This is an optimization exercise on Yosys and OpenROAD, whose aim is small area and a short achievable clock period, not a production implementation.
The RTL was checked by simulation tests, not by an equivalence proof against the original design.
Power and IR drop assume default switching activity.

`config.mk`:
```
export PLATFORM = sky130hd
export DESIGN_NAME = sbfp_pipe
export DESIGN_NICKNAME = sbfp_pipe
export VERILOG_FILES = /design/flow/design.v
export SDC_FILE = /design/flow/constraint.sdc
export NUM_CORES = 4
export LEC_CHECK = 0
export CAP_MARGIN = 20
export CORE_MARGIN = 2
export CORE_UTILIZATION = 40
export SLEW_MARGIN = 20
```
`design.v`:
```
module sbfp_mul11 (
    input  wire [10:0] a,
    input  wire [10:0] b,
    output wire [21:0] ra,
    output wire [21:0] rb
);
    wire [120:0] pp;
    genvar gi, gj;
    generate for (gi = 0; gi < 11; gi = gi + 1) begin : g_r
        for (gj = 0; gj < 11; gj = gj + 1) begin : g_c
            assign pp[gi*11+gj] = a[gi] & b[gj];
        end end endgenerate
    wire n1, n2, n3, n4, n5, n6, n7, n8, n9, n10, n11, n12, n13, n14, n15, n16;
    wire n17, n18, n19, n20, n21, n22, n23, n24, n25, n26, n27, n28, n29, n30, n31, n32;
    wire n33, n34, n35, n36, n37, n38, n39, n40, n41, n42, n43, n44, n45, n46, n47, n48;
    wire n49, n50, n51, n52, n53, n54, n55, n56, n57, n58, n59, n60, n61, n62, n63, n64;
    wire n65, n66, n67, n68, n69, n70, n71, n72, n73, n74, n75, n76, n77, n78, n79, n80;
    wire n81, n82, n83, n84, n85, n86, n87, n88, n89, n90, n91, n92, n93, n94, n95, n96;
    wire n97, n98, n99, n100, n101, n102, n103, n104, n105, n106, n107, n108, n109, n110, n111, n112;
    wire n113, n114, n115, n116, n117, n118, n119, n120, n121, n122, n123, n124, n125, n126, n127, n128;
    wire n129, n130, n131, n132, n133, n134, n135, n136, n137, n138, n139, n140, n141, n142, n143, n144;
    wire n145, n146, n147, n148, n149, n150, n151, n152, n153, n154, n155, n156, n157, n158, n159, n160;
    wire n161, n162, n163, n164, n165, n166, n167, n168, n169, n170, n171, n172, n173, n174, n175, n176;
    wire n177, n178, n179, n180;
    assign n1 = pp[9] ^ pp[19]; assign n2 = pp[9] & pp[19];
    assign n3 = pp[10] ^ pp[20] ^ pp[30]; assign n4 = (pp[10] & pp[20]) | (pp[10] & pp[30]) | (pp[20] & pp[30]);
    assign n5 = pp[40] ^ pp[50]; assign n6 = pp[40] & pp[50];
    assign n7 = pp[21] ^ pp[31] ^ pp[41]; assign n8 = (pp[21] & pp[31]) | (pp[21] & pp[41]) | (pp[31] & pp[41]);
    assign n9 = pp[51] ^ pp[61]; assign n10 = pp[51] & pp[61];
    assign n11 = pp[32] ^ pp[42] ^ pp[52]; assign n12 = (pp[32] & pp[42]) | (pp[32] & pp[52]) | (pp[42] & pp[52]);
    assign n13 = pp[6] ^ pp[16]; assign n14 = pp[6] & pp[16];
    assign n15 = pp[7] ^ pp[17] ^ pp[27]; assign n16 = (pp[7] & pp[17]) | (pp[7] & pp[27]) | (pp[17] & pp[27]);
    assign n17 = pp[37] ^ pp[47]; assign n18 = pp[37] & pp[47];
    assign n19 = pp[8] ^ pp[18] ^ pp[28]; assign n20 = (pp[8] & pp[18]) | (pp[8] & pp[28]) | (pp[18] & pp[28]);
    assign n21 = pp[38] ^ pp[48] ^ pp[58]; assign n22 = (pp[38] & pp[48]) | (pp[38] & pp[58]) | (pp[48] & pp[58]);
    assign n23 = pp[68] ^ pp[78]; assign n24 = pp[68] & pp[78];
    assign n25 = pp[29] ^ pp[39] ^ pp[49]; assign n26 = (pp[29] & pp[39]) | (pp[29] & pp[49]) | (pp[39] & pp[49]);
    assign n27 = pp[59] ^ pp[69] ^ pp[79]; assign n28 = (pp[59] & pp[69]) | (pp[59] & pp[79]) | (pp[69] & pp[79]);
    assign n29 = pp[89] ^ pp[99] ^ n1; assign n30 = (pp[89] & pp[99]) | (pp[89] & n1) | (pp[99] & n1);
    assign n31 = pp[60] ^ pp[70] ^ pp[80]; assign n32 = (pp[60] & pp[70]) | (pp[60] & pp[80]) | (pp[70] & pp[80]);
    assign n33 = pp[90] ^ pp[100] ^ pp[110]; assign n34 = (pp[90] & pp[100]) | (pp[90] & pp[110]) | (pp[100] & pp[110]);
    assign n35 = n2 ^ n3 ^ n5; assign n36 = (n2 & n3) | (n2 & n5) | (n3 & n5);
    assign n37 = pp[71] ^ pp[81] ^ pp[91]; assign n38 = (pp[71] & pp[81]) | (pp[71] & pp[91]) | (pp[81] & pp[91]);
    assign n39 = pp[101] ^ pp[111] ^ n4; assign n40 = (pp[101] & pp[111]) | (pp[101] & n4) | (pp[111] & n4);
    assign n41 = n6 ^ n7 ^ n9; assign n42 = (n6 & n7) | (n6 & n9) | (n7 & n9);
    assign n43 = pp[62] ^ pp[72] ^ pp[82]; assign n44 = (pp[62] & pp[72]) | (pp[62] & pp[82]) | (pp[72] & pp[82]);
    assign n45 = pp[92] ^ pp[102] ^ pp[112]; assign n46 = (pp[92] & pp[102]) | (pp[92] & pp[112]) | (pp[102] & pp[112]);
    assign n47 = n8 ^ n10 ^ n11; assign n48 = (n8 & n10) | (n8 & n11) | (n10 & n11);
    assign n49 = pp[43] ^ pp[53] ^ pp[63]; assign n50 = (pp[43] & pp[53]) | (pp[43] & pp[63]) | (pp[53] & pp[63]);
    assign n51 = pp[73] ^ pp[83] ^ pp[93]; assign n52 = (pp[73] & pp[83]) | (pp[73] & pp[93]) | (pp[83] & pp[93]);
    assign n53 = pp[103] ^ pp[113] ^ n12; assign n54 = (pp[103] & pp[113]) | (pp[103] & n12) | (pp[113] & n12);
    assign n55 = pp[54] ^ pp[64] ^ pp[74]; assign n56 = (pp[54] & pp[64]) | (pp[54] & pp[74]) | (pp[64] & pp[74]);
    assign n57 = pp[84] ^ pp[94] ^ pp[104]; assign n58 = (pp[84] & pp[94]) | (pp[84] & pp[104]) | (pp[94] & pp[104]);
    assign n59 = pp[65] ^ pp[75] ^ pp[85]; assign n60 = (pp[65] & pp[75]) | (pp[65] & pp[85]) | (pp[75] & pp[85]);
    assign n61 = pp[4] ^ pp[14]; assign n62 = pp[4] & pp[14];
    assign n63 = pp[5] ^ pp[15] ^ pp[25]; assign n64 = (pp[5] & pp[15]) | (pp[5] & pp[25]) | (pp[15] & pp[25]);
    assign n65 = pp[35] ^ pp[45]; assign n66 = pp[35] & pp[45];
    assign n67 = pp[26] ^ pp[36] ^ pp[46]; assign n68 = (pp[26] & pp[36]) | (pp[26] & pp[46]) | (pp[36] & pp[46]);
    assign n69 = pp[56] ^ pp[66] ^ n13; assign n70 = (pp[56] & pp[66]) | (pp[56] & n13) | (pp[66] & n13);
    assign n71 = pp[57] ^ pp[67] ^ pp[77]; assign n72 = (pp[57] & pp[67]) | (pp[57] & pp[77]) | (pp[67] & pp[77]);
    assign n73 = n14 ^ n15 ^ n17; assign n74 = (n14 & n15) | (n14 & n17) | (n15 & n17);
    assign n75 = pp[88] ^ n16 ^ n18; assign n76 = (pp[88] & n16) | (pp[88] & n18) | (n16 & n18);
    assign n77 = n19 ^ n21 ^ n23; assign n78 = (n19 & n21) | (n19 & n23) | (n21 & n23);
    assign n79 = n20 ^ n22 ^ n24; assign n80 = (n20 & n22) | (n20 & n24) | (n22 & n24);
    assign n81 = n25 ^ n27 ^ n29; assign n82 = (n25 & n27) | (n25 & n29) | (n27 & n29);
    assign n83 = n26 ^ n28 ^ n30; assign n84 = (n26 & n28) | (n26 & n30) | (n28 & n30);
    assign n85 = n31 ^ n33 ^ n35; assign n86 = (n31 & n33) | (n31 & n35) | (n33 & n35);
    assign n87 = n32 ^ n34 ^ n36; assign n88 = (n32 & n34) | (n32 & n36) | (n34 & n36);
    assign n89 = n37 ^ n39 ^ n41; assign n90 = (n37 & n39) | (n37 & n41) | (n39 & n41);
    assign n91 = n38 ^ n40 ^ n42; assign n92 = (n38 & n40) | (n38 & n42) | (n40 & n42);
    assign n93 = n43 ^ n45 ^ n47; assign n94 = (n43 & n45) | (n43 & n47) | (n45 & n47);
    assign n95 = n44 ^ n46 ^ n48; assign n96 = (n44 & n46) | (n44 & n48) | (n46 & n48);
    assign n97 = n49 ^ n51 ^ n53; assign n98 = (n49 & n51) | (n49 & n53) | (n51 & n53);
    assign n99 = pp[114] ^ n50 ^ n52; assign n100 = (pp[114] & n50) | (pp[114] & n52) | (n50 & n52);
    assign n101 = n54 ^ n55 ^ n57; assign n102 = (n54 & n55) | (n54 & n57) | (n55 & n57);
    assign n103 = pp[95] ^ pp[105] ^ pp[115]; assign n104 = (pp[95] & pp[105]) | (pp[95] & pp[115]) | (pp[105] & pp[115]);
    assign n105 = n56 ^ n58 ^ n59; assign n106 = (n56 & n58) | (n56 & n59) | (n58 & n59);
    assign n107 = pp[76] ^ pp[86] ^ pp[96]; assign n108 = (pp[76] & pp[86]) | (pp[76] & pp[96]) | (pp[86] & pp[96]);
    assign n109 = pp[106] ^ pp[116] ^ n60; assign n110 = (pp[106] & pp[116]) | (pp[106] & n60) | (pp[116] & n60);
    assign n111 = pp[87] ^ pp[97] ^ pp[107]; assign n112 = (pp[87] & pp[97]) | (pp[87] & pp[107]) | (pp[97] & pp[107]);
    assign n113 = pp[3] ^ pp[13]; assign n114 = pp[3] & pp[13];
    assign n115 = pp[24] ^ pp[34] ^ pp[44]; assign n116 = (pp[24] & pp[34]) | (pp[24] & pp[44]) | (pp[34] & pp[44]);
    assign n117 = pp[55] ^ n62 ^ n63; assign n118 = (pp[55] & n62) | (pp[55] & n63) | (n62 & n63);
    assign n119 = n64 ^ n66 ^ n67; assign n120 = (n64 & n66) | (n64 & n67) | (n66 & n67);
    assign n121 = n68 ^ n70 ^ n71; assign n122 = (n68 & n70) | (n68 & n71) | (n70 & n71);
    assign n123 = n72 ^ n74 ^ n75; assign n124 = (n72 & n74) | (n72 & n75) | (n74 & n75);
    assign n125 = n76 ^ n78 ^ n79; assign n126 = (n76 & n78) | (n76 & n79) | (n78 & n79);
    assign n127 = n80 ^ n82 ^ n83; assign n128 = (n80 & n82) | (n80 & n83) | (n82 & n83);
    assign n129 = n84 ^ n86 ^ n87; assign n130 = (n84 & n86) | (n84 & n87) | (n86 & n87);
    assign n131 = n88 ^ n90 ^ n91; assign n132 = (n88 & n90) | (n88 & n91) | (n90 & n91);
    assign n133 = n92 ^ n94 ^ n95; assign n134 = (n92 & n94) | (n92 & n95) | (n94 & n95);
    assign n135 = n96 ^ n98 ^ n99; assign n136 = (n96 & n98) | (n96 & n99) | (n98 & n99);
    assign n137 = n100 ^ n102 ^ n103; assign n138 = (n100 & n102) | (n100 & n103) | (n102 & n103);
    assign n139 = n104 ^ n106 ^ n107; assign n140 = (n104 & n106) | (n104 & n107) | (n106 & n107);
    assign n141 = pp[117] ^ n108 ^ n110; assign n142 = (pp[117] & n108) | (pp[117] & n110) | (n108 & n110);
    assign n143 = pp[98] ^ pp[108] ^ pp[118]; assign n144 = (pp[98] & pp[108]) | (pp[98] & pp[118]) | (pp[108] & pp[118]);
    assign n145 = pp[2] ^ pp[12]; assign n146 = pp[2] & pp[12];
    assign n147 = pp[23] ^ pp[33] ^ n113; assign n148 = (pp[23] & pp[33]) | (pp[23] & n113) | (pp[33] & n113);
    assign n149 = n61 ^ n114 ^ n115; assign n150 = (n61 & n114) | (n61 & n115) | (n114 & n115);
    assign n151 = n65 ^ n116 ^ n117; assign n152 = (n65 & n116) | (n65 & n117) | (n116 & n117);
    assign n153 = n69 ^ n118 ^ n119; assign n154 = (n69 & n118) | (n69 & n119) | (n118 & n119);
    assign n155 = n73 ^ n120 ^ n121; assign n156 = (n73 & n120) | (n73 & n121) | (n120 & n121);
    assign n157 = n77 ^ n122 ^ n123; assign n158 = (n77 & n122) | (n77 & n123) | (n122 & n123);
    assign n159 = n81 ^ n124 ^ n125; assign n160 = (n81 & n124) | (n81 & n125) | (n124 & n125);
    assign n161 = n85 ^ n126 ^ n127; assign n162 = (n85 & n126) | (n85 & n127) | (n126 & n127);
    assign n163 = n89 ^ n128 ^ n129; assign n164 = (n89 & n128) | (n89 & n129) | (n128 & n129);
    assign n165 = n93 ^ n130 ^ n131; assign n166 = (n93 & n130) | (n93 & n131) | (n130 & n131);
    assign n167 = n97 ^ n132 ^ n133; assign n168 = (n97 & n132) | (n97 & n133) | (n132 & n133);
    assign n169 = n101 ^ n134 ^ n135; assign n170 = (n101 & n134) | (n101 & n135) | (n134 & n135);
    assign n171 = n105 ^ n136 ^ n137; assign n172 = (n105 & n136) | (n105 & n137) | (n136 & n137);
    assign n173 = n109 ^ n138 ^ n139; assign n174 = (n109 & n138) | (n109 & n139) | (n138 & n139);
    assign n175 = n111 ^ n140 ^ n141; assign n176 = (n111 & n140) | (n111 & n141) | (n140 & n141);
    assign n177 = n112 ^ n142 ^ n143; assign n178 = (n112 & n142) | (n112 & n143) | (n142 & n143);
    assign n179 = pp[109] ^ pp[119] ^ n144; assign n180 = (pp[109] & pp[119]) | (pp[109] & n144) | (pp[119] & n144);
    assign ra = {1'b0, pp[120], n178, n176, n174, n172, n170, n168, n166, n164, n162, n160, n158, n156, n154, n152, n150, n148, n146, pp[22], pp[1], pp[0]};
    assign rb = {1'b0, n180, n179, n177, n175, n173, n171, n169, n167, n165, n163, n161, n159, n157, n155, n153, n151, n149, n147, n145, pp[11], 1'b0};
endmodule
module sbfp_pipe (
    input  wire        clk,
    input  wire        rst,         
    input  wire        in_valid,
    input  wire [1:0]  op,
    input  wire [63:0] x,
    input  wire [15:0] y,
    output reg         out_valid,
    output wire [63:0] r
);
    wire        t  = x[63];
    wire [10:0] xe = x[62:52];
    wire [51:0] g  = x[51:0];
    wire        g_nz   = |g;
    wire        x_max  = &xe;
    wire        x_zero = ~|xe & ~g_nz;
    wire [9:0]  nan_pl = g_nz ? ((|g[50:41]) ? g[50:41] : 10'd1) : 10'd0;
    wire [6:0]  xe_lo  = xe[6:0] + 7'd16;              
    wire        xe_big = (xe > 11'd1039);
    wire        xe_sml = (xe < 11'd996);
    wire [6:0]  e21_enc = x_max ? 7'd1 : xe_big ? 7'd31 : xe_sml ? 7'h74 : xe_lo;
    wire [10:0] v_enc   = x_max ? {1'b1, nan_pl} : x_zero ? 11'd0 : {1'b1, g[51:42]};
    reg         v1;
    reg  [1:0]  op1;
    reg  [15:0] A1, B1;
    always @(posedge clk) begin
        v1  <= in_valid & ~rst;
        op1 <= op;
        A1  <= (op == 2'b00) ? {t & ~x_zero, x_max, 3'b000, v_enc} : x[15:0];
        B1  <= (op == 2'b00) ? {9'd0, e21_enc} : y;
    end
    wire [15:0] a = A1;
    wire [15:0] b = B1;
    wire       sa = a[15], sb = b[15];
    wire [4:0] ea = a[14:10], eb = b[14:10];
    wire [9:0] fa = a[9:0],   fb = b[9:0];
    wire       na = |ea, nb = |eb;
    wire [4:0] Ea = {ea[4:1], ea[0] | ~na};         
    wire [4:0] Eb = {eb[4:1], eb[0] | ~nb};
    wire [10:0] siga = {na, fa};
    wire [10:0] sigb = {nb, fb};
    wire       amax = &ea, bmax = &eb;
    wire       fa_nz = |fa, fb_nz = |fb;
    wire       a_nan = amax & fa_nz, b_nan = bmax & fb_nz;
    wire       a_inf = amax & ~fa_nz, b_inf = bmax & ~fb_nz;
    wire       a_zero = ~na & ~fa_nz, b_zero = ~nb & ~fb_nz;
    wire [21:0] ra, rb;
    sbfp_mul11 u_mul (.a(siga), .b(sigb), .ra(ra), .rb(rb));
    wire [6:0]  e21_mul = {2'b00, Ea} + {2'b00, Eb} - 7'd14;
    wire        m_nan = a_nan | b_nan | (a_inf & b_zero) | (b_inf & a_zero);
    wire        m_inf = a_inf | b_inf;
    wire        m_sign = (sa ^ sb) & ~a_zero & ~b_zero;
    wire        swap = b[14:0] > a[14:0];
    wire [4:0]  EL   = swap ? Eb : Ea;
    wire [4:0]  ES   = swap ? Ea : Eb;
    wire [10:0] sigl = swap ? sigb : siga;
    wire [10:0] sigs = swap ? siga : sigb;
    wire [4:0]  d    = EL - ES;
    wire [11:0] bsh  = {sigs, 1'b0} >> d;
    reg  [10:0] smask;
    integer i;
    always @* for (i = 0; i <= 10; i = i + 1) smask[i] = (d >= i + 2);
    wire        sticky = |(sigs & smask);
    wire        eff_sub = sa ^ sb;
    wire [13:0] opl = {1'b0, sigl, 2'b00};
    wire [13:0] ops = {1'b0, bsh, sticky};
    wire        a_cancel = (a[14:0] == b[14:0]) & (eff_sub | a_zero);
    wire        s_sign = (swap ? sb : sa) & ~a_cancel;
    wire        s_nan = a_nan | b_nan | (a_inf & b_inf & eff_sub);
    wire        s_inf = a_inf | b_inf;
    wire        s_isign = a_inf ? sa : sb;
    reg  [21:0] CA, CB;
    reg  [6:0]  E21;
    reg         sgn, spec;
    always @* begin
        CB = 22'd0;
        case (op1)
            2'b00: begin    
                spec = a[14];
                sgn  = a[15];
                CA   = {a[10:0], 11'd0};
                E21  = b[6:0];
            end
            2'b01: begin    
                spec = amax;
                sgn  = sa;
                CA   = amax ? {1'b1, fa_nz, fa, 10'd0} : {na, fa, 11'd0};
                E21  = {2'b00, Ea};
            end
            2'b10: begin    
                spec = m_nan | m_inf;
                sgn  = m_nan ? 1'b0 : m_sign | (m_inf & (sa ^ sb));
                CA   = (m_nan | m_inf) ? {1'b1, 9'd0, m_nan, 11'd0} : ra;
                CB   = (m_nan | m_inf) ? 22'd0 : rb;
                E21  = (m_nan | m_inf) ? 7'd1 : e21_mul;
            end
            default: begin  
                spec = s_nan | s_inf;
                sgn  = s_nan ? 1'b0 : (s_inf ? s_isign : s_sign);
                CA   = (s_nan | s_inf) ? {1'b1, 9'd0, s_nan, 11'd0} : {opl, eff_sub, 7'd0};
                CB   = (s_nan | s_inf) ? 22'd0 : {ops ^ {14{eff_sub}}, eff_sub, 7'd0};
                E21  = (s_nan | s_inf) ? 7'd1 : {2'b00, EL} + 7'd1;
            end
        endcase
    end
    reg         v2;
    reg  [21:0] CA2, CB2;
    reg  [6:0]  E2;
    reg         sgn2, spec2, dec2;
    always @(posedge clk) begin
        v2    <= v1 & ~rst;
        CA2   <= CA;
        CB2   <= CB;
        E2    <= E21;
        sgn2  <= sgn;
        spec2 <= spec;
        dec2  <= (op1 == 2'b01);
    end
    reg         v3;
    reg  [21:0] V3;
    reg  [6:0]  E3;
    reg         sgn3, spec3, dec3;
    always @(posedge clk) begin
        v3    <= v2 & ~rst;
        V3    <= CA2 + CB2;
        E3    <= E2;
        sgn3  <= sgn2;
        spec3 <= spec2;
        dec3  <= dec2;
    end
    wire        rmode = E3[6] | (E3 == 7'd0);           
    reg  [21:0] lim;
    integer j;
    always @* for (j = 0; j <= 21; j = j + 1)
        lim[j] = ~dec3 & (E3 == 7'd22 - j);
    wire [21:0] Vm = V3 | lim;
    reg  [4:0]  lz;
    integer k;
    always @* begin
        lz = 5'd22;
        for (k = 0; k <= 21; k = k + 1)
            if (Vm[k]) lz = 5'd21 - k;
    end
    wire [5:0]  sh = rmode ? (6'd32 - E3[5:0]) : {1'b0, ~lz};
    wire [54:0] U  = {13'd0, V3, 20'd0} >> sh;
    wire [10:0] W  = U[10:0];
    wire [6:0]  ex = E3 - {2'b00, lz};
    wire        ovf = W[10] & ~ex[6] & (ex[5] | (&ex[4:0]));    
    wire [4:0]  ef = (spec3 | ovf) ? 5'd31 : (W[10] ? ex[4:0] : 5'd0);
    wire [9:0]  ff = (ovf & ~spec3) ? 10'd0 : W[9:0];
    wire [10:0] dex = spec3 ? 11'h7FF : (W[10] ? 11'd1008 + {{4{ex[6]}}, ex} : 11'd0);
    reg  [22:0] rhi;    
    reg  [15:0] rlo;    
    always @(posedge clk) begin
        out_valid <= v3 & ~rst;
        rhi <= dec3 ? {sgn3, dex, W[9:0], spec3 & V3[10]} : 23'd0;
        rlo <= dec3 ? 16'd0 : {sgn3, ef, ff};
    end
    assign r = {rhi, 25'd0, rlo};
endmodule
```
`standard.sh`:
```
#!/bin/bash
# synth_recipe.tcl (not shown) runs the flow's synth.tcl, then flattens the netlist and writes it again
# the make line also repeats each setting of config.mk as NAME=value (left out here)
make -C /OpenROAD-flow-scripts/flow DESIGN_CONFIG=/design/flow/config.mk WORK_HOME=/design/flow/orfs CLKGATE_MAP_FILE= SYNTH_SCRIPT=/design/flow/synth_recipe.tcl "${@:-finish}"
```
`flow/run.sh`:
```
#!/bin/bash
# The standard layout (standard.sh: ORFS from synthesis to finish, with
# the standard flow's synthesis script, config and constraints), with four changes:
#  - SETUP_SLACK_MARGIN=10: the resizer aims 10 ns above the clock's setup
#    requirement (the flow settings allow at most 5), so that it keeps
#    sizing paths that the 14 ns clock already meets;
#  - ADDER_MAP_FILE= (empty): synthesis skips extracting full and half
#    adder cells, so ABC maps the adder and multiplier trees itself;
#  - ABC_AREA=1: ABC's area script;
#  - BUFFER_PORTS_ARGS: every input and output port still gets its buffer,
#    but a sky130_fd_sc_hd__buf_1 (the resizer upsizes it where timing
#    needs) instead of the default clkdlybuf4s50_1.
# Registers are untouched: same synthesis script, same flip-flops and names.
# make's output goes to make.log; each ORFS step keeps its own log under
# orfs/logs/.
set -euo pipefail
bash standard.sh SETUP_SLACK_MARGIN=10 ADDER_MAP_FILE= ABC_AREA=1 \
    "BUFFER_PORTS_ARGS=-buffer_cell sky130_fd_sc_hd__buf_1" finish > make.log 2>&1
```
`constraint.sdc`:
```
create_clock -name core_clock -period 14.0 [get_ports {clk}]
set_input_delay 2.8000 -clock core_clock [delete_from_list [all_inputs] [get_ports {clk}]]
set_output_delay 2.8000 -clock core_clock [all_outputs]
set_load 0.01 [all_outputs]
```
==> run summary, run 1 <==
Fillers=3323; TritonCTS buffer count=17; RR Startpoint=B1[12]$_SDFF_PN0_; most common cell after layout, fill and taps aside=nand2_1; critical path peak fanout=6; clock skew=0.0157 ns; fraction of layout cells with a size suffix above 1=0.0749; run status=no timing/DRC/antenna violations; commonest non-fill, non-tap cells in the layout=608 x nand2_1, 309 x inv_1, 266 x nor2_1; Yosys cell types=56; non-filler instance count after layout=2779; RSZ-0062 raised after global routing=true; Ys Warns=1; Storage cell area=3260 um2; Post-CTS Hold Buffers=0; Residual DRC=0; Synth area leaders=dfxtp_1 25%, nand2_1 18%, inv_1 9.2%; hold worst-path end=dec3$_DFF_P_; synthesized area per cell=5.79 um2; worst reg2reg setup slack=10.24 ns; Worst Path Required=14.32 ns; I/O Buffers=124; WP buf/inv=2; Slew Limit Headroom=0.445; final hold slack=0.325 ns; Max Freq=253 MHz; final count of pins violating max slew=0; WL per Instance=15.4 um; Routed Antenna Nets=0; Hold/Removal Path Class=reg2reg; CP cell instances=buf_1 -> inv_1 -> nor3_1 -> nand4_1 -> o21ai_0 -> a21oi_1 -> a21oi_1; DR pass1 iterations=6; Die Width=184 um; Ant. Diodes=0; Area Overhead vs Synth=13.9%; Worst-path clk slew=0.08 ns; hold_sp=dec2$_DFF_P_; reg2reg end=CA2[11]$_DFF_P_; drt first-iter violations=1310; CP Capture Type=flop; # Max-Cap Violations=0; min Tclk post-route=3.96 ns; largest net degree at the start of global routing=47; DR vias=14698; Peak VDD IR=0.0000909 V; Post-Synthesis Cells=2231; Seq/Total Area, Yosys=0.251; core area=31600 um2; initial antenna violation count=0; Remaining Overflow, GRT=0; CTS Sinks=162; FFs w/ async S/R, synth=0; CP max-delay cell=nand4_1; Max H-tree Level=4; ys flop type=dfxtp_1; Clock Latency Late Sink=0.44 ns; first-pass GRT wire length=65800 um; crit share post-route=0.283; CP Depth=7; CTS tree=done; Yosys top cell by area=dfxtp_1; vias per cell=5.29; Vert. Die Dim=184 um; vias in the first global route=13116; Final setup viols=0; total wire length=42800 um; setup TNS=0 ns; Place WS=9.56 ns; largest stage delay on the critical path=0.33 ns; placed wire-length estimate=32900 um; Starting Density=0.408; Crit Path Class=in2reg; number of cell rows=65; cell count after placement=2720; Total GRT Usage=0.245; RD Place Congestion=0.966; Leak=7.17 nW; Multi-input gate area=8320 um2; startpoint types=primary input; Final Hold Vio Count=0; worst-case reg-to-reg path depth=15; Net count, final=2450; Synth Cell Area=12900 um2; Synth Register Bits=162; worst slew pin tran=0.829 ns; most frequent CP cell=a21oi_1; Hold Path Depth=0; CP top delay family=compound AO/OA/AOI/OAI gates; Top Ports=150; P per Cell Area=155 nW/um2; clock root cell=clkbuf_16; post-layout worst setup margin=10.04 ns; die area=33700 um2; CTS max path bufs=2; number of synthesized flops with an enable pin=0; Worst Path Arrival=4.27 ns; Synth top area share=0.251
## power breakdown
group | total (W) | leakage, nW | switching [W] | internal, W
sequential | 0.000622 | 1.35 | 0.0000597 | 0.000562
combinational | 0.00122 | 5.56 | 0.000810 | 0.000411
clock | 0.000439 | 0.261 | 0.000208 | 0.000231
## cells by family after synthesis
| kind of cell | count (synthesis) | synth area share |
|---|---|---|
| mux | 2 | 0.00155 |
| xor+xnor | 95 | 0.0645 |
| compound gates | 426 | 0.186 |
| buf+inv | 411 | 0.130 |
| flops | 162 | 0.251 |
| fa+ha+maj | 1 | 0.000775 |
| simple gates | 1133 | 0.366 |
| other cells | 1 | 0.000291 |
## repair_timing
item / 4_1_cts / 5_1_grt
resized for setup: 13 / 47
cloned: 2 / 6
pin swaps: 1 / 10
buffers inserted: 0 / 20
endpoints found under the setup margin: 25 / 51
## worst max path at each step
stage / startpoint / end / slack, ns
floorplan: x[7] / A1[15]$_DFF_P_ / 9.83
global placement: B1[8]$_SDFF_PN0_ / CB2[9]$_DFF_P_ / 9.55
detailed placement: B1[8]$_SDFF_PN0_ / CB2[9]$_DFF_P_ / 9.56
CTS: B1[12]$_SDFF_PN0_ / CB2[9]$_DFF_P_ / 9.97
global route: x[61] / A1[2]$_DFF_P_ / 9.97
finish: x[54] / A1[1]$_DFF_P_ / 10.04
## synthesized netlist by cell type (all sizes together) (4+ instances only)
library cell and n:
o211ai 20, nand3 136, a22oi 7, xnor2 24
or2 28, and2 8, buf 37, clkbuf 45
nand2 617, nor2 275, nor4 15, o31ai 4
nor3 29, xor2 71, a221oi 5, o21bai 4
o21ai 211, o221ai 4, o22ai 24, a21oi 99
a31oi 28, dfxtp 162, nand4 17, inv 327
o2111ai 8
## layout make-up
| type | count | share of cell area |
|---|---|---|
| clock buffers | 17 | 0.0289 |
| clock inverters | 14 | 0.00817 |
| inverters | 329 | 0.0859 |
| multi-input cells | 1687 | 0.566 |
| flip-flops and latches | 162 | 0.222 |
| well taps | 402 | 0.0342 |
| repair buffers | 165 | 0.0540 |
| repair inverters | 3 | 0.00102 |
## layer usage
| layer | share of wire | global-route usage |
|---|---|---|
| met2 | 0.46 | 0.423 |
| met5 | 0 | 0 |
| met4 | 0.052 | 0.128 |
| met3 | 0.070 | 0.0351 |
| met1 | 0.41 | 0.295 |
## metrics by stage
stage / total power [W] / cell area [um2] / utilization
floorplan: 0.00148 / 13000 / -
global placement: 0.00174 / 13700 / 0.433
detailed placement: 0.00174 / 13700 / 0.433
CTS: 0.00220 / 14300 / 0.452
global route: 0.00247 / 14700 / 0.465
finish: 0.00228 / 14700 / 0.465
## registers in the layout (all words and copies together), names as in the netlist, 2 cells and up
register and flops:
E2 7, A1 16, B1 16, rlo 16, op1 2, E3 7
rhi 23, CB2 21, V3 22, CA2 22
==> inputs of run 2 (changes only) <==
--- a/design.v
+++ b/design.v
@@ -252,9 +252,18 @@
         lim[j] = ~dec3 & (E3 == 7'd22 - j);
-    wire [21:0] Vm = V3 | lim;
+    wire [23:0] Vm = {V3 | lim, 2'b11};
+    reg  [5:0]  gany;
+    reg  [11:0] gpos;
+    integer q;
+    always @* for (q = 0; q < 6; q = q + 1) begin
+        gany[q] = |Vm[4*q +: 4];
+        gpos[2*q +: 2] = Vm[4*q+3] ? 2'd0 : Vm[4*q+2] ? 2'd1 : Vm[4*q+1] ? 2'd2 : 2'd3;
+    end
     reg  [4:0]  lz;
-    integer k;
     always @* begin
-        lz = 5'd22;
-        for (k = 0; k <= 21; k = k + 1)
-            if (Vm[k]) lz = 5'd21 - k;
+        if      (gany[5]) lz = {3'd0, gpos[11:10]};
+        else if (gany[4]) lz = {3'd1, gpos[9:8]};
+        else if (gany[3]) lz = {3'd2, gpos[7:6]};
+        else if (gany[2]) lz = {3'd3, gpos[5:4]};
+        else if (gany[1]) lz = {3'd4, gpos[3:2]};
+        else              lz = {3'd5, gpos[1:0]};
     end
@@ -267,3 +276,3 @@
     wire [9:0]  ff = (ovf & ~spec3) ? 10'd0 : W[9:0];
-    wire [10:0] dex = spec3 ? 11'h7FF : (W[10] ? 11'd1008 + {{4{ex[6]}}, ex} : 11'd0);
+    wire [10:0] dex = spec3 ? 11'h7FF : W[10] ? {ex[6] ? 7'h3E : ex[4] ? 7'h40 : 7'h3F, ex[3:0]} : 11'd0;
     reg  [22:0] rhi;    
==> flow/run.sh (replaced) <==
#!/bin/bash
# The standard layout (standard.sh: ORFS from synthesis to finish, with
# the standard flow's synthesis script, config and constraints), with these changes:
#  - SETUP_SLACK_MARGIN=10: the resizer aims 10 ns above the clock's setup
#    requirement (the flow settings allow at most 5), so that it keeps
#    sizing paths that the 14 ns clock already meets;
#  - DONT_USE_CELLS: the platform's list plus the half-adder cells, so that
#    synthesis extracts only full adders (the multiplier's tree) and leaves
#    half adders to ABC;
#  - ABC_AREA=1: ABC's area script;
#  - BUFFER_PORTS_ARGS: every input and output port still gets its buffer,
#    but a sky130_fd_sc_hd__buf_1 (the resizer upsizes it where timing
#    needs) instead of the default clkdlybuf4s50_1.
# Registers are untouched: same synthesis script, same flip-flops and names.
# make's output goes to make.log; each ORFS step keeps its own log under
# orfs/logs/.
set -euo pipefail
DU=$(make -s -C "$FLOW_HOME" DESIGN_CONFIG="$PWD/config.mk" print-DONT_USE_CELLS 2> dontuse.log | tail -1 | sed 's/^DONT_USE_CELLS: //')
echo "$DU" >> dontuse.log
bash standard.sh SETUP_SLACK_MARGIN=10 ABC_AREA=1 \
    "BUFFER_PORTS_ARGS=-buffer_cell sky130_fd_sc_hd__buf_1" \
    "DONT_USE_CELLS=$DU sky130_fd_sc_hd__ha_1 sky130_fd_sc_hd__ha_2 sky130_fd_sc_hd__ha_4" \
    finish > make.log 2>&1
==> run 2 against run 1 <==
  * Cell count fell by 9.9%
  * Clock skew is 0.0057 ns lower
  * Die area grew 0.11%
  * Via count fell by 12%
  * Wire length decreased by 6.4%
  * Synthesized cell count decreased by 10%
  * Flip-flop and latch count fell by 4
  * Clock power up 11%
  * Power up 2.6%
  * Non-clock buffer count is 26 lower
  * Worst hold slack hardly changed
  * First-iteration DRC count fell by 20%
  * Largest cell class unchanged
==> run summary, run 2 <==
run status=no timing/DRC/antenna violations; worst slew pin tran=0.928 ns (+0.0983 ns); Slew Limit Headroom=0.379 (-0.0658); number of synthesized flops with an enable pin=0 (unchanged); Clock Latency Late Sink=0.44 ns (about the same); critical path peak fanout=42 (+36); Synth Cell Area=12900 um2 (+0.12%); Crit Path Class=reg2reg; Remaining Overflow, GRT=0 (unchanged); startpoint types=flop; commonest non-fill, non-tap cells in the layout=548 x nand2_1, 321 x inv_1, 200 x nor2_1; Peak VDD IR=0.0000996 V (+9.6%); CTS Sinks=158 (-2.5%); P per Cell Area=163 nW/um2 (+5.2%); Worst Path Arrival=4.20 ns (-0.07 ns); DR pass1 iterations=7 (+1); most frequent cell after synthesis=nand2_1; Synth area leaders=dfxtp_1 24%, nand2_1 16%, fa_1 13%; Yosys cell types=50 (-11%); final non-filler cell area=14300 um2 (-2.5%); Residual DRC=0 (unchanged); Total Power=0.00234 W (+2.6%); Worst-path clk slew=0.07 ns (about the same); Worst Path Required=14.36 ns (+0.04 ns); RD Place Congestion=0.976 (+1.1%); vias per cell=5.14 (-2.7%); clock root cell=clkbuf_16; Hold/Removal Path Class=reg2reg; setup TNS=0 ns (unchanged); Post-Synthesis Cells=2004 (-10%); Ant. Diodes=0 (unchanged); total wire length=40000 um (-6.4%); Starting Density=0.407 (-0.000573); Max Freq=260 MHz (+3.1%); number of cell rows=65 (unchanged); largest net degree at the start of global routing=43 (-8.5%); crit share post-route=0.274 (-0.00841); TritonCTS buffer count=17 (unchanged); Leak=7.04 nW (-1.8%); Ys Warns=1 (unchanged); cell count after placement=2468 (-9.3%); Final setup viols=0 (unchanged); synth cell count leaders=552 x nand2_1, 325 x inv_1, 203 x nor2_1; Area after DPL=13600 um2 (-0.94%); Yosys top cell by area=dfxtp_1; Net count, final=2259 (-7.8%); placed wire-length estimate=30600 um (-6.9%); ys flop type=dfxtp_1; Routed Antenna Nets=0 (unchanged); fraction of layout cells with a size suffix above 1=0.0780 (+0.00310); I/O Buffers=124 (unchanged); Top Registers=CA2 x22, V3 x22, CB2 x21; non-filler instance count after layout=2505 (-9.9%); Synth Register Bits=158 (-2.5%); final count of pins violating max slew=0 (unchanged); Area Overhead vs Synth=10.9%; most common cell after layout, fill and taps aside=nand2_1; # Max-Cap Violations=0 (unchanged); initial antenna violation count=0 (unchanged); WL per Instance=16.0 um (+3.9%); Max H-tree Level=4 (unchanged); drt first-iter violations=1043 (-20%); min Tclk post-route=3.84 ns (-0.118 ns); CP Capture Type=flop; DR vias=12888 (-12%); Total GRT Usage=0.239 (-0.00645); synthesized area per cell=6.45 um2 (+11%); RSZ-0062 raised after global routing=false; Synth top area share=0.245 (-0.00649); Final Hold Vio Count=0 (unchanged); Seq/Total Area, Yosys=0.245 (-0.00649); CTS tree=done; CTS max path bufs=2 (unchanged); Die Width=184 um (about the same); first-pass GRT wire length=63000 um (-4.3%); FFs w/ async S/R, synth=0 (unchanged); die area=33800 um2 (+0.11%); vias in the first global route=12263 (-6.5%); Top Ports=150 (unchanged); final hold slack=0.325 ns (-0.000196 ns); core area=31700 um2 (+0.26%); Vert. Die Dim=184 um (about the same); clock skew=0.00994 ns (-0.00575 ns)
-- run 2: worst paths after layout --
path | start | end | slack [ns] | cells past startpoint
max | B1[7]$_SDFF_PN0_ | CB2[13]$_DFF_P_ | 10.16 | 17
min | E2[2]$_DFF_P_ | E3[2]$_DFF_P_ | 0.32 | 0
max reg2reg | B1[7]$_SDFF_PN0_ | CB2[13]$_DFF_P_ | 10.16 | 17
min reg2reg | E2[2]$_DFF_P_ | E3[2]$_DFF_P_ | 0.32 | 0
-- run 2: kinds of logic after synthesis --
logic type	after synthesis	share of synthesized area
other cells	1	0.000290
compound gates	279	0.125
simple gates	1011	0.338
mux	2	0.00155
flops	158	0.245
xor+xnor	34	0.0230
buf+inv	436	0.138
fa+ha+maj	83	0.129
-- run 2: layer usage --
| metal | share of wire | up-vias | track usage | wire [um] |
|---|---|---|---|---|
| met5 | 0 | - | 0 | 0 |
| met4 | 0.024 | 0 | 0.0771 | 952 |
| met3 | 0.061 | 66 | 0.0359 | 2460 |
| met2 | 0.49 | 455 | 0.419 | 19600 |
| met1 | 0.43 | 5958 | 0.300 | 17100 |
| li1 | - | 6409 | - | - |
-- run 2: report_power, final --
| part | leakage, nW | switching (W) | internal (W) |
|---|---|---|---|
| combinational | 5.42 | 0.000809 | 0.000420 |
| clock | 0.302 | 0.000204 | 0.000284 |
| sequential | 1.32 | 0.0000698 | 0.000552 |
| total | 7.04 | 0.00108 | 0.00126 |
-- run 2: final cells by class --
class | count | area [um2]
Sequential cell | 158 | 3190
Timing Repair Buffer | 139 | 598
Timing Repair inverter | 2 | 10.0
Clock buffer | 17 | 425
Clock inverter | 14 | 184
Inverter | 338 | 1280
Fill cell | 3372 | 17400
Tap cell | 402 | 503
Multi-Input combinational cell | 1435 | 8140
-- run 2: timing repair --
action / 4_1_cts / 5_1_grt
endpoints found under the setup margin: 49 / 42
setup buffers: 1 / 2
hold buffers: 0 / 0
gates resized for setup: 21 / 30
pin swaps: 1 / 4
gates cloned: 0 / 3
-- run 2: per-stage QoR --
step / setup WS, ns / utilization
after floorplan: 10.05 / -
after global placement: 9.20 / 0.428
after detailed placement: 9.20 / 0.428
after CTS: 10.01 / 0.449
after global routing: 9.98 / 0.452
final: 10.16 / 0.452
-- run 2: worst max-delay path, cell delays in order, from the launching register on --
cell and delay, ns:
dfxtp_1 0.87, xor2_1 0.22, nor3_1 0.29, nand4_1 0.27
nand2_4 0.21, buf_8 0.26, nand2_1 0.08, o21ai_1 0.26
inv_1 0.11, nand2_1 0.07, o21ai_0 0.10, o21ai_0 0.24
o21ai_0 0.16, nor2_1 0.19, nand2_1 0.07, nand2_1 0.06
nand3_1 0.14, o21ai_0 0.13
==> inputs of run 3 (changes only) <==
--- a/design.v
+++ b/design.v
@@ -222,4 +222,6 @@
     end
+    wire [8:0]  lo8 = CA[7:0] + CB[7:0];
     reg         v2;
-    reg  [21:0] CA2, CB2;
+    reg  [21:8] CA2, CB2;
+    reg  [8:0]  L2;
     reg  [6:0]  E2;
@@ -228,4 +230,5 @@
         v2    <= v1 & ~rst;
-        CA2   <= CA;
-        CB2   <= CB;
+        CA2   <= CA[21:8];
+        CB2   <= CB[21:8];
+        L2    <= lo8;
         E2    <= E21;
@@ -241,3 +244,3 @@
         v3    <= v2 & ~rst;
-        V3    <= CA2 + CB2;
+        V3    <= {CA2 + CB2 + {13'd0, L2[8]}, L2[7:0]};
         E3    <= E2;
@@ -277,10 +280,18 @@
     wire [10:0] dex = spec3 ? 11'h7FF : W[10] ? {ex[6] ? 7'h3E : ex[4] ? 7'h40 : 7'h3F, ex[3:0]} : 11'd0;
-    reg  [22:0] rhi;    
-    reg  [15:0] rlo;    
+    reg         dec4, sgn4, r14, r41;
+    reg  [9:0]  f4;
+    reg  [3:0]  e4;
+    reg  [6:0]  dhi4;    
     always @(posedge clk) begin
         out_valid <= v3 & ~rst;
-        rhi <= dec3 ? {sgn3, dex, W[9:0], spec3 & V3[10]} : 23'd0;
-        rlo <= dec3 ? 16'd0 : {sgn3, ef, ff};
-    end
-    assign r = {rhi, 25'd0, rlo};
+        dec4 <= dec3;
+        sgn4 <= sgn3;
+        f4   <= ff;
+        e4   <= ef[3:0];
+        r14  <= ~dec3 & ef[4];
+        dhi4 <= dec3 ? dex[10:4] : 7'd0;
+        r41  <= dec3 & spec3 & V3[10];
+    end
+    assign r = {dec4 & sgn4, dhi4, e4 & {4{dec4}}, f4 & {10{dec4}}, r41, 25'd0,
+                ~dec4 & sgn4, r14, e4 & {4{~dec4}}, f4 & {10{~dec4}}};
 endmodule
--- a/flow/run.sh
+++ b/flow/run.sh
@@ -12,6 +12,10 @@
 #    but a sky130_fd_sc_hd__buf_1 (the resizer upsizes it where timing
-#    needs) instead of the default clkdlybuf4s50_1.
+#    needs) instead of the default clkdlybuf4s50_1;
+#  - after synthesis, flow/fapol.py chooses the polarity of each full-adder
+#    cell (a full adder is self-dual) to remove inverters around them, and
+#    Yosys proves the rewritten netlist equivalent to synthesis's (flow/eq.ys);
+#    if the proof fails, the layout uses synthesis's netlist unchanged.
 # Registers are untouched: same synthesis script, same flip-flops and names.
-# make's output goes to make.log; each ORFS step keeps its own log under
-# orfs/logs/.
+# Logs: make.log and make2.log (make's output; each ORFS step keeps its own
+# log under orfs/logs/), dontuse.log, fapol.log, eq.log.
 set -euo pipefail
@@ -19,5 +23,25 @@
 echo "$DU" >> dontuse.log
-bash standard.sh SETUP_SLACK_MARGIN=10 ABC_AREA=1 \
-    "BUFFER_PORTS_ARGS=-buffer_cell sky130_fd_sc_hd__buf_1" \
-    "DONT_USE_CELLS=$DU sky130_fd_sc_hd__ha_1 sky130_fd_sc_hd__ha_2 sky130_fd_sc_hd__ha_4" \
-    finish > make.log 2>&1
+case "$DU" in
+  *lpflow_bleeder*) ;;
+  *) echo "could not read the platform's DONT_USE_CELLS" >&2; exit 1 ;;
+esac
+ARGS=(SETUP_SLACK_MARGIN=10 ABC_AREA=1
+      "BUFFER_PORTS_ARGS=-buffer_cell sky130_fd_sc_hd__buf_1"
+      "DONT_USE_CELLS=$DU sky130_fd_sc_hd__ha_1 sky130_fd_sc_hd__ha_2 sky130_fd_sc_hd__ha_4")
+bash standard.sh "${ARGS[@]}" synth > make.log 2>&1
+
+RES=orfs/results/$FLOW_PLATFORM/sbfp_pipe/base
+LIB=$(ls "$FLOW_HOME"/platforms/sky130hd/lib/sky130_fd_sc_hd__tt_025C_1v80.lib)
+YOSYS=$(command -v yosys || echo "$FLOW_HOME/../tools/install/yosys/bin/yosys")
+mkdir -p fapol
+cp "$RES/1_2_yosys.v" fapol/gold.v
+if python3 flow/fapol.py fapol/gold.v fapol/gate.v > fapol.log 2>&1 \
+   && sed "s#LIBFILE#$LIB#" flow/eq.ys > fapol/eq.ys \
+   && (cd fapol && "$YOSYS" -q -l ../eq.log eq.ys > /dev/null 2>&1); then
+    cp fapol/gate.v "$RES/1_2_yosys.v"
+    rm -f "$RES/1_synth.odb" "$RES/1_synth.sdc"
+    echo "fapol: netlist rewritten and proven equivalent" >> fapol.log
+else
+    echo "fapol: not applied" >> fapol.log
+fi
+bash standard.sh "${ARGS[@]}" "${FLOW_TARGET:-finish}" > make2.log 2>&1
==> flow/eq.ys (new file) <==
# Sequential equivalence of the netlist before (gold.v) and after (gate.v)
# fapol.py: registers paired by name, internal nets left unpaired.
read_liberty -ignore_miss_func LIBFILE
read_verilog gold.v
rename sbfp_pipe gold
read_verilog gate.v
rename sbfp_pipe gate
hierarchy -check
flatten
opt_clean
rename -hide gold/w:_* gold/w:*.* gate/w:_* gate/w:*.* gate/w:fapol*
equiv_make gold gate eq
hierarchy -top eq
equiv_simple
equiv_induct
equiv_status -assert
==> flow/fapol.py (new file) <==
#!/usr/bin/env python3
"""Full-adder polarity optimisation on a flat Yosys gate netlist (sky130hd).

A full adder is self-dual: FA(~a, ~b, ~c) = (~cout, ~sum). Synthesis leaves
many inverters on full-adder inputs and outputs; this script chooses, for
each full adder, whether it computes the true or the complemented signals,
so as to need as few inverters as possible, and rewrites the netlist: every
inverter is removed and one inverter is made for each net that some pin
needs complemented. Registers, ports and every other cell are left as they
are. usage: fapol.py IN.v OUT.v"""
import re, sys

INV = ('sky130_fd_sc_hd__inv_1', 'sky130_fd_sc_hd__inv_2', 'sky130_fd_sc_hd__clkinv_1')
FA = ('sky130_fd_sc_hd__fa_1', 'sky130_fd_sc_hd__fa_2', 'sky130_fd_sc_hd__fa_4')
OUTPINS = {'X', 'Y', 'Q', 'Q_N', 'SUM', 'COUT', 'HI', 'LO'}

src = open(sys.argv[1]).read()
m = re.search(r'module\s+(\w+)\s*\((.*?)\);', src, re.S)
body_start = m.end()
end = src.rindex('endmodule')
body = src[body_start:end]
# statements
cell_re = re.compile(r'\s*(sky130_fd_sc_hd__\w+)\s+(\S+)\s*\((.*?)\);', re.S)
decls, cells = [], []
pos = 0
for st in re.finditer(r'[^;]*;', body, re.S):
    s = st.group(0)
    cm = cell_re.match(s)
    if cm:
        pins = [(p, n.strip()) for p, n in re.findall(r'\.(\w+)\(([^)]*)\)', cm.group(3))]
        cells.append([cm.group(1), cm.group(2), pins])
    else:
        decls.append(s)
ports = set()
for d in decls:
    dm = re.match(r'\s*(input|output)\s*(\[[^\]]*\])?\s*([^;]+);', d)
    if dm:
        name = dm.group(3).strip()
        if dm.group(2):
            hi, lo = map(int, dm.group(2)[1:-1].split(':'))
            for i in range(min(hi, lo), max(hi, lo) + 1):
                ports.add('%s[%d]' % (name, i))
        ports.add(name)

# literal of a net: (base, neg) following inverter chains
inv_of = {}   # inverter output net -> input net
for typ, name, pins in cells:
    if typ in INV:
        d = dict(pins)
        if d['Y'] not in ports:
            inv_of[d['Y']] = d['A']
def lit(n):
    neg = 0
    while n in inv_of:
        n = inv_of[n]; neg ^= 1
    return (n, neg)

fas = [c for c in cells if c[0] in FA]
others = [c for c in cells if c[0] not in FA and not (c[0] in INV and dict(c[2])['Y'] not in ports)]
fa_out = {}   # net -> (fa index)
for i, (typ, name, pins) in enumerate(fas):
    d = dict(pins)
    fa_out[d['COUT']] = i
    fa_out[d['SUM']] = i
flip = [0] * len(fas)

# consumers: list of (base, neg, owner FA index or -1)
def consumers():
    res = []
    for i, (typ, name, pins) in enumerate(fas):
        for p, n in pins:
            if p in ('A', 'B', 'CIN'):
                b, g = lit(n)
                res.append((b, g, i))
    for typ, name, pins in others:
        for p, n in pins:
            if p not in OUTPINS:
                b, g = lit(n)
                res.append((b, g, -1))
    return res
cons = consumers()
by_fa = {}
for k, (b, g, o) in enumerate(cons):
    if o >= 0:
        by_fa.setdefault(o, []).append(k)
by_base = {}
for k, (b, g, o) in enumerate(cons):
    by_base.setdefault(b, []).append(k)

def need(k):
    b, g, o = cons[k]
    phys = g ^ (flip[o] if o >= 0 else 0) ^ (flip[fa_out[b]] if b in fa_out else 0)
    return phys
def base_cost(b):
    return 1 if any(need(k) for k in by_base.get(b, [])) else 0

fa_bases = {}
for i, (typ, name, pins) in enumerate(fas):
    d = dict(pins)
    s = set([d['COUT'], d['SUM']])
    for k in by_fa.get(i, []):
        s.add(cons[k][0])
    fa_bases[i] = s
total = sum(base_cost(b) for b in by_base)
start = total
improved = True
it = 0
while improved and it < 50:
    improved = False; it += 1
    for i in range(len(fas)):
        bs = fa_bases[i]
        before = sum(base_cost(b) for b in bs)
        flip[i] ^= 1
        after = sum(base_cost(b) for b in bs)
        if after < before:
            total += after - before; improved = True
        else:
            flip[i] ^= 1
orig_inv = sum(1 for c in cells if c[0] in INV)
sys.stderr.write('fapol: %d full adders, %d flipped; inverters %d -> %d (plus %d kept on ports)\n' % (
    len(fas), sum(flip), orig_inv, total, orig_inv - len([1 for c in cells if c[0] in INV and dict(c[2])['Y'] not in ports])))

# rebuild
newinv = {}
def net_for(b, phys):
    if not phys:
        return b
    if b not in newinv:
        newinv[b] = 'fapol_n%d' % len(newinv)
    return newinv[b]
out_cells = []
for i, (typ, name, pins) in enumerate(fas):
    np_ = []
    for p, n in pins:
        if p in ('A', 'B', 'CIN'):
            b, g = lit(n)
            phys = g ^ flip[i] ^ (flip[fa_out[b]] if b in fa_out else 0)
            np_.append((p, net_for(b, phys)))
        else:
            np_.append((p, n))
    out_cells.append((typ, name, np_))
for typ, name, pins in cells:
    if typ in FA or (typ in INV and dict(pins)['Y'] not in ports):
        continue
    np_ = []
    for p, n in pins:
        if p in OUTPINS:
            np_.append((p, n))
        else:
            b, g = lit(n)
            phys = g ^ (flip[fa_out[b]] if b in fa_out else 0)
            np_.append((p, net_for(b, phys)))
    out_cells.append((typ, name, np_))
for b, n in newinv.items():
    out_cells.append(('sky130_fd_sc_hd__inv_1', 'fapol_inv%s' % n[7:], [('A', b), ('Y', n)]))
# write: keep declarations except wires of removed inverter outputs (harmless to keep)
out = [src[:body_start]]
for d in decls:
    out.append(d)
for n in newinv.values():
    out.append('\n  wire %s;' % n)
for typ, name, pins in out_cells:
    out.append('\n  %s %s (\n%s\n  );' % (typ, name, ',\n'.join('    .%s(%s)' % (p, n + ' ' if n.startswith('\\') else n) for p, n in pins)))
out.append('\n' + src[end:])
open(sys.argv[2], 'w').write(''.join(out))
==> run 3 against run 2 <==
  * Highest routed layer unchanged
  * Critical path type is now reg2out
  * Core utilization rose by 0.90 points
  * Die area fell by 8.4%
  * Clock power fell by about 10%
  * Worst hold slack improved by 0.0017 ns
  * Sequential share of layout area fell by 1.3 points
  * Flip-flop and latch count fell by 20
  * Power fell by 7.1%
  * Clock skew rose by 0.0050 ns
  * Combinational power fell by 6%
  * Worst setup slack got worse by 0.15 ns
  * Synthesized cell count fell by 8.3%
  * Fmax fell by 3.6%
==> run summary, run 3 <==
CTS tree=done; Area Overhead vs Synth=12.9%; Ys Warns=1 (unchanged); Leak=6.16 nW (-12%); synthesized area per cell=6.43 um2 (-0.30%); crit share post-route=0.285 (+0.0104); Storage cell area=2790 um2 (-13%); Total GRT Usage=0.252 (+0.0132); startpoint types=flop; DR vias=12358 (-4.1%); Clock Latency Late Sink=0.44 ns (about the same); CTS Sinks=138 (-13%); Reg with most FFs=V3; vias in the first global route=11716 (-4.5%); non-filler instance count after layout=2332 (-6.9%); commonest non-fill, non-tap cells in the layout=549 x nand2_1, 240 x inv_1, 194 x nor2_1; die area=30900 um2 (-8.4%); clock root cell=clkbuf_16; Final setup viols=0 (unchanged); CP Capture Type=primary output; Final Hold Vio Count=0 (unchanged); min Tclk post-route=3.98 ns (+0.145 ns); RD Place Congestion=1.02 (+4.9%); Routed Antenna Nets=0 (unchanged); Crit Path Class=reg2out; final count of pins violating max slew=0 (unchanged); largest net degree at the start of global routing=51 (+19%); P per Cell Area=163 nW/um2 (-0.12%); max reg flops=22; most common cell after layout, fill and taps aside=nand2_1; drt first-iter violations=1137 (+9.0%); Net count, final=2104 (-6.9%); initial antenna violation count=2 (+2); vias per cell=5.30 (+3.0%); Synth Cell Area=11800 um2 (-8.6%); Starting Density=0.408 (+0.000959); RSZ-0062 raised after global routing=true; # Max-Cap Violations=0 (unchanged); Worst Path Arrival=1.18 ns (-3.02 ns); Vert. Die Dim=176 um (-4.3%); fraction of layout cells with a size suffix above 1=0.0796 (+0.00163); Residual DRC=0 (unchanged); DR pass1 iterations=6 (-1); Post-Synthesis Cells=1838 (-8.3%); Crit. Startpoint=dec4$_DFF_P_; Die Width=176 um (-4.3%); Worst-path clk slew=0.06 ns (about the same); Multi-input gate area=7870 um2 (-3.3%); hold_sp=L2[0]$_DFF_P_; Worst Path Required=11.20 ns (-3.16 ns); placed wire-length estimate=30300 um (-1.0%); Top Ports=150 (unchanged); Max Freq=251 MHz (-3.6%); total wire length=39000 um (-2.5%); Hold/Removal Path Class=reg2reg; WL per Instance=16.7 um (+4.7%); I/O Buffers=124 (unchanged); RR Startpoint=B1[13]$_SDFF_PN0_; TritonCTS buffer count=17 (unchanged); run status=no timing/DRC/antenna violations; Max H-tree Level=4 (unchanged); Slew Limit Headroom=0.315 (-0.0647); Peak VDD IR=0.000122 V (+23%); CTS max path bufs=2 (unchanged); core area=28900 um2 (-8.8%); Top Registers=V3 x22, A1 x16, B1 x16; setup TNS=0 ns (unchanged); first-pass GRT wire length=61100 um (-3.0%); clock skew=0.0150 ns (+0.00501 ns); critical path peak fanout=15 (-64%); worst slew pin tran=1.02 ns (+0.0967 ns); Fillers=3008 (-11%); cell count after placement=2286 (-7.4%); number of cell rows=62 (-4.6%); Remaining Overflow, GRT=0 (unchanged)
[run 3: cell count changes in the layout (fill, tap and decap cells not counted), moves of 7 or more]
cell / change
dfxtp_1: -21
nor2_2: -13
nand2_2: -11
inv_2: -9
buf_1: -30
o221ai_1: +9
buf_2: +18
o21ai_0: +22
o21ai_1: -21
o2111ai_1: -7
clkbuf_2: +12
nand4_1: -7
inv_1: -81
[run 3: critical path: stages (launching register included)]
cell and delay (ns):
dfxtp_4 0.37, buf_12 0.15, nor2_1 0.09, buf_2 0.14
[run 3: stage by stage]
stage	setup slack (ns)	hold WS [ns]	area (um2)	util	total power (W)
2_1_floorplan	10.06	0.310	11900	-	0.00136
3_3_place_gp	9.25	0.310	12400	0.429	0.00168
3_5_place_dp	9.18	0.312	12400	0.429	0.00169
4_1_cts	10.00	0.327	13100	0.454	0.00214
5_1_grt	9.96	0.329	13300	0.461	0.00235
6_report	10.02	0.327	13300	0.461	0.00217
[run 3: worst paths after layout]
kind | to | slack [ns] | depth (start not counted)
worst max register to register | CA2[15]$_DFF_P_ | 10.09 | 11
worst min register to register | V3[0]$_DFF_P_ | 0.33 | 0
worst max-delay path | r[2] | 10.02 | 3
worst min-delay path | V3[0]$_DFF_P_ | 0.33 | 0
[run 3: metal layers]
metal  track usage  part of all wire  up-vias
met5             0                 0        -
met4        0.0906             0.034        0
met3        0.0420             0.081      103
met2         0.402              0.44      553
met1         0.344              0.45     5679
li1              -                 -     6023
[run 3: repair_timing]
| action | CTS | global route |
|---|---|---|
| pin swaps | 0 | 4 |
| hold buffers | 0 | 0 |
| gates resized for setup | 34 | 59 |
| gates cloned | 0 | 3 |
| setup endpoints to repair | 64 | 78 |
| setup buffers | 4 | 6 |
[run 3: report_power, final]
part | total, W | switching (W) | internal, W
clock | 0.000439 | 0.000203 | 0.000237
sequential | 0.000572 | 0.0000826 | 0.000489
combinational | 0.00116 | 0.000760 | 0.000403
total | 0.00217 | 0.00105 | 0.00113
[run 3: area by class of cell]
type / count / area share
multi-input cells: 1389 / 0.590
diodes: 1 / 0.000188
clock buffers: 17 / 0.0319
inverters: 246 / 0.0704
flip-flops and latches: 138 / 0.209
repair buffers: 142 / 0.0509
clock inverters: 15 / 0.0113
well taps: 384 / 0.0360

## what the ideal ports hide
The flow's constraints put no driver on any port. The routed layouts listed below were extracted and timed again, unchanged, in two steps.
Step 1, drivers: a clkbuf_16 drives clk and a buf_2 each remaining input, both assumed.
Step 2, shift: input delay + t, output delay - t, t = (earliest + latest rising clock arrival at the registers) / 2. This alone moves slack from input paths to output paths.
Three values: ideal ports, drivers, drivers and shift; two values: the first two.
| run | t, ns | slack for setup (ns) | hold WS [ns] | worst register clock-pin slew, ns | cell pins on the clock port's net |
|---|---|---|---|---|---|
| run 1 | 0.490 | 10.043 / 10.075 / 9.585 | 0.325 / 0.325 / 0.325 | 0.08 / 0.08 | 1 |
| run 2 | 0.488 | 10.161 / 10.161 / 9.765 | 0.325 / 0.325 / 0.325 | 0.07 / 0.07 | 1 |
| run 3 | 0.483 | 10.016 / 9.963 / 9.777 | 0.327 / 0.327 / 0.327 | 0.07 / 0.07 | 1 |
After both steps every run listed still meets setup and hold. For run 1, which loses most, drivers alone change the setup slack by +0.032 ns; drivers and shift together by -0.458 ns.
